This design comes from an exercise in tuning for small area, a short achievable clock period and few clock cycles per item on the open sky130 flow, not from production work.
The RTL was checked by simulation tests, not by an equivalence proof against the original design.

File: flow/config.mk
export PLATFORM = sky130hd
export DESIGN_NAME = piff_voice
export DESIGN_NICKNAME = piff_voice
export VERILOG_FILES = /design/flow/design.v
export SDC_FILE = /design/flow/constraint.sdc
export NUM_CORES = 4
export LEC_CHECK = 0
export CAP_MARGIN = 20
export CORE_MARGIN = 2
export CORE_UTILIZATION = 40
export SLEW_MARGIN = 20
export SYNTH_MEMORY_MAX_BITS = 16384
File: flow/constraint.sdc
create_clock -name core_clock -period 20.0 [get_ports {clk}]
set_input_delay 4.0000 -clock core_clock [delete_from_list [all_inputs] [get_ports {clk}]]
set_output_delay 4.0000 -clock core_clock [all_outputs]
set_load 0.01 [all_outputs]
File: flow/design.v
module piff_sine_lut (
  input  wire [9:0]         idx,
  output wire signed [17:0] val
);
  wire [1:0] quad = idx[9:8];
  wire [7:0] q8   = idx[7:0];
  wire [8:0] qi   = quad[0] ? (9'd256 - {1'b0, q8}) : {1'b0, q8};
  reg  [16:0] q;
  always @* begin
    case (qi)
      9'd0: q = 17'd0;
      9'd1: q = 17'd402;
      9'd2: q = 17'd804;
      9'd3: q = 17'd1206;
      9'd4: q = 17'd1608;
      9'd5: q = 17'd2010;
      9'd6: q = 17'd2412;
      9'd7: q = 17'd2814;
      9'd8: q = 17'd3216;
      9'd9: q = 17'd3617;
      9'd10: q = 17'd4019;
      9'd11: q = 17'd4420;
      9'd12: q = 17'd4821;
      9'd13: q = 17'd5222;
      9'd14: q = 17'd5623;
      9'd15: q = 17'd6023;
      9'd16: q = 17'd6424;
      9'd17: q = 17'd6824;
      9'd18: q = 17'd7224;
      9'd19: q = 17'd7623;
      9'd20: q = 17'd8022;
      9'd21: q = 17'd8421;
      9'd22: q = 17'd8820;
      9'd23: q = 17'd9218;
      9'd24: q = 17'd9616;
      9'd25: q = 17'd10014;
      9'd26: q = 17'd10411;
      9'd27: q = 17'd10808;
      9'd28: q = 17'd11204;
      9'd29: q = 17'd11600;
      9'd30: q = 17'd11996;
      9'd31: q = 17'd12391;
      9'd32: q = 17'd12785;
      9'd33: q = 17'd13180;
      9'd34: q = 17'd13573;
      9'd35: q = 17'd13966;
      9'd36: q = 17'd14359;
      9'd37: q = 17'd14751;
      9'd38: q = 17'd15143;
      9'd39: q = 17'd15534;
      9'd40: q = 17'd15924;
      9'd41: q = 17'd16314;
      9'd42: q = 17'd16703;
      9'd43: q = 17'd17091;
      9'd44: q = 17'd17479;
      9'd45: q = 17'd17867;
      9'd46: q = 17'd18253;
      9'd47: q = 17'd18639;
      9'd48: q = 17'd19024;
      9'd49: q = 17'd19409;
      9'd50: q = 17'd19792;
      9'd51: q = 17'd20175;
      9'd52: q = 17'd20557;
      9'd53: q = 17'd20939;
      9'd54: q = 17'd21320;
      9'd55: q = 17'd21699;
      9'd56: q = 17'd22078;
      9'd57: q = 17'd22457;
      9'd58: q = 17'd22834;
      9'd59: q = 17'd23210;
      9'd60: q = 17'd23586;
      9'd61: q = 17'd23961;
      9'd62: q = 17'd24335;
      9'd63: q = 17'd24708;
      9'd64: q = 17'd25080;
      9'd65: q = 17'd25451;
      9'd66: q = 17'd25821;
      9'd67: q = 17'd26190;
      9'd68: q = 17'd26558;
      9'd69: q = 17'd26925;
      9'd70: q = 17'd27291;
      9'd71: q = 17'd27656;
      9'd72: q = 17'd28020;
      9'd73: q = 17'd28383;
      9'd74: q = 17'd28745;
      9'd75: q = 17'd29106;
      9'd76: q = 17'd29466;
      9'd77: q = 17'd29824;
      9'd78: q = 17'd30182;
      9'd79: q = 17'd30538;
      9'd80: q = 17'd30893;
      9'd81: q = 17'd31248;
      9'd82: q = 17'd31600;
      9'd83: q = 17'd31952;
      9'd84: q = 17'd32303;
      9'd85: q = 17'd32652;
      9'd86: q = 17'd33000;
      9'd87: q = 17'd33347;
      9'd88: q = 17'd33692;
      9'd89: q = 17'd34037;
      9'd90: q = 17'd34380;
      9'd91: q = 17'd34721;
      9'd92: q = 17'd35062;
      9'd93: q = 17'd35401;
      9'd94: q = 17'd35738;
      9'd95: q = 17'd36075;
      9'd96: q = 17'd36410;
      9'd97: q = 17'd36744;
      9'd98: q = 17'd37076;
      9'd99: q = 17'd37407;
      9'd100: q = 17'd37736;
      9'd101: q = 17'd38064;
      9'd102: q = 17'd38391;
      9'd103: q = 17'd38716;
      9'd104: q = 17'd39040;
      9'd105: q = 17'd39362;
      9'd106: q = 17'd39683;
      9'd107: q = 17'd40002;
      9'd108: q = 17'd40320;
      9'd109: q = 17'd40636;
      9'd110: q = 17'd40951;
      9'd111: q = 17'd41264;
      9'd112: q = 17'd41576;
      9'd113: q = 17'd41886;
      9'd114: q = 17'd42194;
      9'd115: q = 17'd42501;
      9'd116: q = 17'd42806;
      9'd117: q = 17'd43110;
      9'd118: q = 17'd43412;
      9'd119: q = 17'd43713;
      9'd120: q = 17'd44011;
      9'd121: q = 17'd44308;
      9'd122: q = 17'd44604;
      9'd123: q = 17'd44898;
      9'd124: q = 17'd45190;
      9'd125: q = 17'd45480;
      9'd126: q = 17'd45769;
      9'd127: q = 17'd46056;
      9'd128: q = 17'd46341;
      9'd129: q = 17'd46624;
      9'd130: q = 17'd46906;
      9'd131: q = 17'd47186;
      9'd132: q = 17'd47464;
      9'd133: q = 17'd47741;
      9'd134: q = 17'd48015;
      9'd135: q = 17'd48288;
      9'd136: q = 17'd48559;
      9'd137: q = 17'd48828;
      9'd138: q = 17'd49095;
      9'd139: q = 17'd49361;
      9'd140: q = 17'd49624;
      9'd141: q = 17'd49886;
      9'd142: q = 17'd50146;
      9'd143: q = 17'd50404;
      9'd144: q = 17'd50660;
      9'd145: q = 17'd50914;
      9'd146: q = 17'd51166;
      9'd147: q = 17'd51417;
      9'd148: q = 17'd51665;
      9'd149: q = 17'd51911;
      9'd150: q = 17'd52156;
      9'd151: q = 17'd52398;
      9'd152: q = 17'd52639;
      9'd153: q = 17'd52878;
      9'd154: q = 17'd53114;
      9'd155: q = 17'd53349;
      9'd156: q = 17'd53581;
      9'd157: q = 17'd53812;
      9'd158: q = 17'd54040;
      9'd159: q = 17'd54267;
      9'd160: q = 17'd54491;
      9'd161: q = 17'd54714;
      9'd162: q = 17'd54934;
      9'd163: q = 17'd55152;
      9'd164: q = 17'd55368;
      9'd165: q = 17'd55582;
      9'd166: q = 17'd55794;
      9'd167: q = 17'd56004;
      9'd168: q = 17'd56212;
      9'd169: q = 17'd56418;
      9'd170: q = 17'd56621;
      9'd171: q = 17'd56823;
      9'd172: q = 17'd57022;
      9'd173: q = 17'd57219;
      9'd174: q = 17'd57414;
      9'd175: q = 17'd57607;
      9'd176: q = 17'd57798;
      9'd177: q = 17'd57986;
      9'd178: q = 17'd58172;
      9'd179: q = 17'd58356;
      9'd180: q = 17'd58538;
      9'd181: q = 17'd58718;
      9'd182: q = 17'd58896;
      9'd183: q = 17'd59071;
      9'd184: q = 17'd59244;
      9'd185: q = 17'd59415;
      9'd186: q = 17'd59583;
      9'd187: q = 17'd59750;
      9'd188: q = 17'd59914;
      9'd189: q = 17'd60075;
      9'd190: q = 17'd60235;
      9'd191: q = 17'd60392;
      9'd192: q = 17'd60547;
      9'd193: q = 17'd60700;
      9'd194: q = 17'd60851;
      9'd195: q = 17'd60999;
      9'd196: q = 17'd61145;
      9'd197: q = 17'd61288;
      9'd198: q = 17'd61429;
      9'd199: q = 17'd61568;
      9'd200: q = 17'd61705;
      9'd201: q = 17'd61839;
      9'd202: q = 17'd61971;
      9'd203: q = 17'd62101;
      9'd204: q = 17'd62228;
      9'd205: q = 17'd62353;
      9'd206: q = 17'd62476;
      9'd207: q = 17'd62596;
      9'd208: q = 17'd62714;
      9'd209: q = 17'd62830;
      9'd210: q = 17'd62943;
      9'd211: q = 17'd63054;
      9'd212: q = 17'd63162;
      9'd213: q = 17'd63268;
      9'd214: q = 17'd63372;
      9'd215: q = 17'd63473;
      9'd216: q = 17'd63572;
      9'd217: q = 17'd63668;
      9'd218: q = 17'd63763;
      9'd219: q = 17'd63854;
      9'd220: q = 17'd63944;
      9'd221: q = 17'd64031;
      9'd222: q = 17'd64115;
      9'd223: q = 17'd64197;
      9'd224: q = 17'd64277;
      9'd225: q = 17'd64354;
      9'd226: q = 17'd64429;
      9'd227: q = 17'd64501;
      9'd228: q = 17'd64571;
      9'd229: q = 17'd64639;
      9'd230: q = 17'd64704;
      9'd231: q = 17'd64766;
      9'd232: q = 17'd64827;
      9'd233: q = 17'd64884;
      9'd234: q = 17'd64940;
      9'd235: q = 17'd64993;
      9'd236: q = 17'd65043;
      9'd237: q = 17'd65091;
      9'd238: q = 17'd65137;
      9'd239: q = 17'd65180;
      9'd240: q = 17'd65220;
      9'd241: q = 17'd65259;
      9'd242: q = 17'd65294;
      9'd243: q = 17'd65328;
      9'd244: q = 17'd65358;
      9'd245: q = 17'd65387;
      9'd246: q = 17'd65413;
      9'd247: q = 17'd65436;
      9'd248: q = 17'd65457;
      9'd249: q = 17'd65476;
      9'd250: q = 17'd65492;
      9'd251: q = 17'd65505;
      9'd252: q = 17'd65516;
      9'd253: q = 17'd65525;
      9'd254: q = 17'd65531;
      9'd255: q = 17'd65535;
      9'd256: q = 17'd65536;
      default: q = 17'd0;
    endcase
  end
  assign val = quad[1] ? -$signed({1'b0, q}) : $signed({1'b0, q});
endmodule
module piff_pitch_lut (
  input  wire [3:0]  cls,
  output reg  [39:0] k
);
  always @* begin
    case (cls)
      4'd0: k = 40'h0B29A61A76;
      4'd1: k = 40'h0BD392CFD8;
      4'd2: k = 40'h0C879A3508;
      4'd3: k = 40'h0D46561A00;
      4'd4: k = 40'h0E10697422;
      4'd5: k = 40'h0EE680E979;
      4'd6: k = 40'h0FC9536435;
      4'd7: k = 40'h10B9A2AEF4;
      4'd8: k = 40'h11B83C1A55;
      4'd9: k = 40'h12C5F92C60;
      4'd10: k = 40'h13E3C05A62;
      4'd11: k = 40'h151285CDD3;
      default: k = 40'd0;
    endcase
  end
endmodule
module piff_voice (
  input  wire        clk,
  input  wire        rst,
  input  wire        cmd_valid,
  output wire        cmd_ready,
  input  wire [31:0] cmd_data,
  input  wire        smp_req,
  output wire        smp_ready,
  output wire        smp_valid,
  output reg  [31:0] smp_data,
  output wire        dec_valid,
  output reg  [31:0] dec_data
);
  localparam POLY       = 4;
  localparam FIFO_DEPTH = 8;
  localparam [31:0] AMP_INIT   = 32'h2000_0000;    
  localparam [31:0] DECAY_MIN  = 32'hFD70_A3D8;
  localparam [31:0] DECAY_MAX  = 32'hFFFF_FFFF;
  localparam [31:0] DECAY_INIT = 32'hFFF0_0000;
  localparam [35:0] DIV10_M    = 36'd54975581389;
  reg [31:0] fifo_mem [0:FIFO_DEPTH-1];
  reg [2:0]  fifo_wp;
  reg [2:0]  fifo_rp;
  reg [3:0]  fifo_cnt;
  wire fifo_empty = (fifo_cnt == 4'd0);
  assign cmd_ready = (fifo_cnt != FIFO_DEPTH);
  wire fifo_push = cmd_valid && cmd_ready;
  wire fifo_pop;
  always @(posedge clk) begin
    if (fifo_push)
      fifo_mem[fifo_wp] <= cmd_data;
  end
  always @(posedge clk) begin
    if (rst) begin
      fifo_wp  <= 3'd0;
      fifo_rp  <= 3'd0;
      fifo_cnt <= 4'd0;
    end else begin
      if (fifo_push)
        fifo_wp <= fifo_wp + 3'd1;
      if (fifo_pop)
        fifo_rp <= fifo_rp + 3'd1;
      fifo_cnt <= fifo_cnt + {3'd0, fifo_push} - {3'd0, fifo_pop};
    end
  end
  localparam [2:0] S_IDLE  = 3'd0,
                   S_CMD   = 3'd1,
                   S_VOICE = 3'd2,
                   S_OUT   = 3'd3,
                   S_DIV   = 3'd4,
                   S_DONE  = 3'd5;
  reg [2:0]  state;
  reg [1:0]  vidx;            
  reg        have_cmd;        
  reg [31:0] cmd_w;           
  reg [31:0] vph  [0:POLY-1];
  reg [31:0] vinc [0:POLY-1];
  reg [31:0] vamp [0:POLY-1];
  reg [1:0]  wsel;            
  reg [15:0] wduty;
  reg [31:0] decay;
  reg [1:0]  cur;             
  reg signed [49:0] acc;      
  reg signed [35:0] dsum;     
  reg [3:0]         dcnt;
  reg signed [35:0] dwin;     
  reg               win;      
  assign smp_ready = (state == S_IDLE);
  assign smp_valid = (state == S_DONE);
  assign dec_valid = (state == S_DONE) && win;
  assign fifo_pop = (state == S_IDLE) && smp_req && !fifo_empty;
  wire [3:0]  c_op   = cmd_w[31:28];
  wire [3:0]  c_oct  = cmd_w[7:4];
  wire [3:0]  c_cls  = cmd_w[3:0];
  wire [1:0]  c_tag  = cmd_w[17:16];
  wire [15:0] c_lo   = cmd_w[15:0];
  wire is_trig  = (c_op == 4'h1) && (c_cls <= 4'd11);
  wire is_sine  = (c_op == 4'h2) && (c_tag == 2'd0);
  wire is_saw   = (c_op == 4'h2) && (c_tag == 2'd1);
  wire is_rect  = (c_op == 4'h2) && (c_tag == 2'd2) && (c_lo != 16'd0);
  wire is_drate = (c_op == 4'h3);
  wire [39:0] pitch_k;
  piff_pitch_lut u_pitch (.cls(c_cls), .k(pitch_k));
  wire [39:0] inc_full = pitch_k >> (4'd15 - c_oct);
  wire [31:0] trig_inc = inc_full[31:0];
  wire [32:0] dr_e   = 33'h1_0000_0000 - {1'b0, decay};
  wire [48:0] dr_p   = dr_e * c_lo;
  wire [40:0] dr_s   = dr_p[48:8];
  reg  [31:0] dr_new;
  always @* begin
    if (dr_s == 41'd0)
      dr_new = DECAY_MAX;
    else if (dr_s > {9'd0, (32'hFFFF_FFFF - DECAY_MIN + 32'd1)})
      dr_new = DECAY_MIN;
    else
      dr_new = 32'hFFFF_FFFF - dr_s[31:0] + 32'd1;
  end
  wire [31:0] ph_new = vph[vidx] + vinc[vidx];
  wire signed [17:0] sine_val;
  piff_sine_lut u_sine (.idx(ph_new[31:22]), .val(sine_val));
  wire signed [17:0] saw_val  = $signed({1'b0, ph_new[31:15]}) - 18'sd65536;
  wire signed [17:0] rect_val = (ph_new < {wduty, 16'd0}) ? 18'sd65536 : -18'sd65536;
  reg signed [17:0] wave;
  always @* begin
    case (wsel)
      2'd0:    wave = sine_val;
      2'd1:    wave = saw_val;
      default: wave = rect_val;
    endcase
  end
  wire signed [49:0] prod     = $signed({1'b0, vamp[vidx]}) * wave;
  wire [63:0]        amp_prod = vamp[vidx] * decay;
  wire [31:0]        amp_new  = amp_prod[63:32];
  wire signed [31:0] out_w   = acc[48:17];
  wire signed [35:0] dsum_nx = dsum + {{4{out_w[31]}}, out_w};
  wire        dw_neg = dwin[35];
  wire [35:0] dw_abs = dw_neg ? (36'd0 - dwin) : dwin;
  wire [35:0] dw_u   = dw_neg ? (dw_abs + 36'd9) : dw_abs;
  wire [71:0] dw_mul = dw_u * DIV10_M;
  wire [31:0] dw_q   = dw_mul[70:39];
  wire [31:0] mean   = dw_neg ? (32'd0 - dw_q) : dw_q;
  integer i;
  always @(posedge clk) begin
    if (rst) begin
      state    <= S_IDLE;
      vidx     <= 2'd0;
      have_cmd <= 1'b0;
      cmd_w    <= 32'd0;
      for (i = 0; i < POLY; i = i + 1) begin
        vph[i]  <= 32'd0;
        vinc[i] <= 32'd0;
        vamp[i] <= 32'd0;
      end
      wsel     <= 2'd0;
      wduty    <= 16'd0;
      decay    <= DECAY_INIT;
      cur      <= 2'd0;
      acc      <= 50'sd0;
      dsum     <= 36'sd0;
      dcnt     <= 4'd0;
      dwin     <= 36'sd0;
      win      <= 1'b0;
    end else begin
      case (state)
        S_IDLE: begin
          if (smp_req) begin
            have_cmd <= !fifo_empty;
            cmd_w    <= fifo_mem[fifo_rp];
            state    <= S_CMD;
          end
        end
        S_CMD: begin
          if (have_cmd) begin
            if (is_trig) begin
              vph[cur]  <= 32'd0;
              vinc[cur] <= trig_inc;
              vamp[cur] <= AMP_INIT;
              cur       <= cur + 2'd1;
            end
            if (is_sine) begin
              wsel  <= 2'd0;
              wduty <= 16'd0;
            end
            if (is_saw) begin
              wsel  <= 2'd1;
              wduty <= 16'd0;
            end
            if (is_rect) begin
              wsel  <= 2'd2;
              wduty <= c_lo;
            end
            if (is_drate)
              decay <= dr_new;
          end
          acc   <= 50'sd0;
          vidx  <= 2'd0;
          state <= S_VOICE;
        end
        S_VOICE: begin
          vph[vidx]  <= ph_new;
          vamp[vidx] <= amp_new;
          acc        <= acc + prod;
          vidx       <= vidx + 2'd1;
          if (vidx == 2'd3)
            state <= S_OUT;
        end
        S_OUT: begin
          smp_data <= out_w;
          if (dcnt == 4'd9) begin
            dwin <= dsum_nx;
            dsum <= 36'sd0;
            dcnt <= 4'd0;
            win  <= 1'b1;
          end else begin
            dsum <= dsum_nx;
            dcnt <= dcnt + 4'd1;
            win  <= 1'b0;
          end
          state <= S_DIV;
        end
        S_DIV: begin
          dec_data <= mean;
          state    <= S_DONE;
        end
        S_DONE: begin
          state <= S_IDLE;
        end
        default: state <= S_IDLE;
      endcase
    end
  end
endmodule
File: flow/run.sh
#!/bin/bash
# synth_recipe.tcl (not shown) runs the flow's synth.tcl, then flattens the netlist and writes it again
# the make line also repeats each setting of config.mk as NAME=value (left out here)
make -C /OpenROAD-flow-scripts/flow DESIGN_CONFIG=/design/flow/config.mk WORK_HOME=/design/flow/orfs CLKGATE_MAP_FILE= SYNTH_SCRIPT=/design/flow/synth_recipe.tcl finish
==> reports/metrics.yaml <==
status: "finished clean"
cp.required_ns: 20.73
drt_iter0_drc: 8053
path_buf_inv: 7
hp-class: "reg2reg"
io_buffer_count: 93
setup_tns_ns: 0
tightest_slew_ns: 1.17
yosysSeqAreaShare_pct: 16.9
grt-ovfl-total: 0
numCtsBuffers: 102
area_delta_synth_final_pct: 6.83
min_to: "win"
design_area_mm2: 0.146
hp-start: "win"
cp_max_fo: 55
period_needed_ns: 17.74
start_util_pct: 40.2
antenna_left: 0
netlist_instances: 14484
rsz0062_at_grt: "false"
clock_latency_ns: 0.91
start_kind: "flop"
setup_violations: 0
wire_per_inst_um: 22.2
drtPass1Iterations: 6
clock-sinks: 842
cts-htree-levels: 3
cts_tree: "built"
die-area_mm2: 0.346
yosys.area_share.simple_pct: 13.6
end_kind: "flop"
avgSynthCellArea_um2: 9.42
synth_top_flop_cell: "edfxtp_1"
clkSlewWorstSetupHoldPaths_ns: 0.06
die_x_um: 588
vias: 101321
design.core.area_mm2: 0.340
grt_max_degree: 80
crit_type: "reg2reg"
grt_pass1_vias: 106753
synth.top_cell.area_share_pct: 35.2
synth_edf_count: 624
routed_via_density: 5.39
drive_gt1_share_pct: 6.08
slowest_stage: "dfxtp_4"
place_congestion: 1.01
cp_common_cell: "fa_1"
syn_area_mm2: 0.136
antenna_found_initial: 10
synth_top_cell_by_area: "fa_1"
grtUsageTotal_pct: 24.5
std_cell_rows: 214
synth-compound-area-share_pct: 8.15
hold_violations: 0
dpl-instance-area_mm2: 0.142
cp_top_family: "compound AO/OA/AOI/OAI gates"
syn_nets: 18013
synth_cell_types: 133
slowest_delay_ns: 0.98
final_core_utilization_pct: 42.9
grt_pass1_wl_mm: 652
clockRootBuffer: "clkbuf_16"
synth-seq-cells: 842
fillCellCount: 33309
max_slew_margin_pct: 21.4
io_pins: 104
synth.area.mux_share_pct: 2.97
whs_path_depth: 2
ff2ff_setup_slack_ns: 2.26
synth_xor_area_share_pct: 2.48
drv_cap: 0
wirelength_mm: 418
route.detailed.drc: 0
clock_path_buffers: 4
critPathArrivalTime_ns: 18.47
fin_crit_sh_pct: 88.7
hold_buffers: 0
synth-adder-area-share_pct: 45.2
ys_top_cells_by_area: "fa_1, edfxtp_1, ha_1"
drv_slew: 0
fmax_mhz: 56.4
yosys_warnings: 3
layout.nets: 17709
r2r_cells: 54
postCtsSetupRepairBufs: 0
cts_resized: 0
final_common_cell: "inv_1"
hpwl_mm: 318
final_cell_mix: "inv_1, fa_1, nand2_1"
async_reset_ff_share_pct: 0
skew_ns: 0.136
synth_top_family_by_area: "adder cells"
fp.dieH_um: 588
rr_endpoint: "acc[48]"
==> worst register-to-register path, delay by kind of cell (launching register included) <==
kind	cells	cell delay, ns
adder cells (fa/ha/maj)	11	4.99
XOR/XNOR	2	0.49
buffers and inverters	7	1.83
AND/OR/NAND/NOR	10	2.47
flip-flops	1	0.98
multiplexers	3	0.73
AO/OA/AOI/OAI	21	6.15
==> per-layer routing <==
metal  wire (um)  vias up  global-route usage (%)
li1            -    44865                       -
met1      177000    51861                    33.1
met2      194000     3832                    39.9
met3       30900      761                    3.90
met4       15700        2                    8.17
met5          20        -                       0
==> logic make-up after synthesis <==
family	after synthesis
DFF	842
and+or+nand+nor	4149
adders and majority gates	3493
AOI/OAI and AO/OA	1643
xor gates and xnor gates	377
muxes	227
buffers and inverters	3753
==> synth_stat cells (all sizes together) (140+ instances only) <==
master,number
mux4,140
clkbuf,603
edfxtp,624
nand3,148
buf,208
dfxtp,218
and2,429
xnor2,231
o21ai,354
inv,2940
a21oi,416
nand2,2013
nor2,908
fa,2397
xor2,144
ha,1096
==> registers in the layout (all words and copies together), names as in the netlist, named ones only <==
register / flops
vph: 128
wsel: 2
fifo_cnt: 4
state: 3
dsum: 36
wduty: 16
fifo_wp: 3
have_cmd: 1
cmd_w: 22
acc: 49
vidx: 2
dwin: 36
decay: 32
win: 1
fifo_rp: 3
dcnt: 4
smp_data: 32
dec_data: 32
vamp: 128
cur: 2
vinc: 128
fifo_mem: 176
==> cell type report <==
class,instances,area (um2),share of cell area [%]
flip-flops and latches,842,23200,15.9
repair buffers,403,3300,2.26
diodes,4,10.0,0.00687
multi-input cells,9889,99300,68.1
clock buffers,132,2760,1.89
inverters,2942,11000,7.58
well taps,4536,5680,3.90
clock inverters,49,484,0.332
==> metrics by stage <==
step | worst slack, ns | hold WS [ns] | std cells
after CTS | 2.53 | 0.456 | 18792
after floorplan | 2.82 | 0.425 | 14484
after global routing | 1.28 | 0.480 | 18795
after global placement | 2.58 | 0.437 | 18611
final | 2.26 | 0.459 | 18797
after detailed placement | 2.54 | 0.449 | 18611
==> worst max path at each step <==
stage	startpoint	end	slack, ns	depth (start not counted)
after global placement	flop	acc[48]	2.58	58
after detailed placement	flop	acc[48]	2.54	57
final	flop	acc[48]	2.26	54
after floorplan	flop	acc[47]	2.82	71
after CTS	flop	acc[48]	2.53	57
after global routing	flop	acc[48]	1.28	55
Testbench counts, summed over its fixed seeds: cycles 144,006, samples 16,000.

re-timing with driven ports:
The results above use ideal ports. As a check the final layout listed here was re-extracted and re-timed, cells and wires unchanged.
Step 1 sets driving cells, clkbuf_16 on the clock port and buf_2 on the other inputs (assumed; they add their load-dependent delay and slew).
Step 2 adds t to the input delays and takes it off the output delays; t is the mean of the earliest and latest rising clock arrival at the registers after step 1. Input paths then give back, and output paths get back, about the clock's delay inside the block.
a / b / c = ideal ports / drivers / drivers and shift; a / b = the first two.
shift t [ns]: 0.969
setup WS [ns]: 2.256 / 2.256 / 2.256
worst hold slack (ns): 0.459 / 0.459 / 0.459
slew at the worst register clock pin (ns): 0.07 / 0.07
worst slew at a driven data input, ns: 0.12
After both steps setup and hold are still met in this run. The setup slack of this run moves by 0.000 ns with the drivers and by 0.000 ns with both steps.
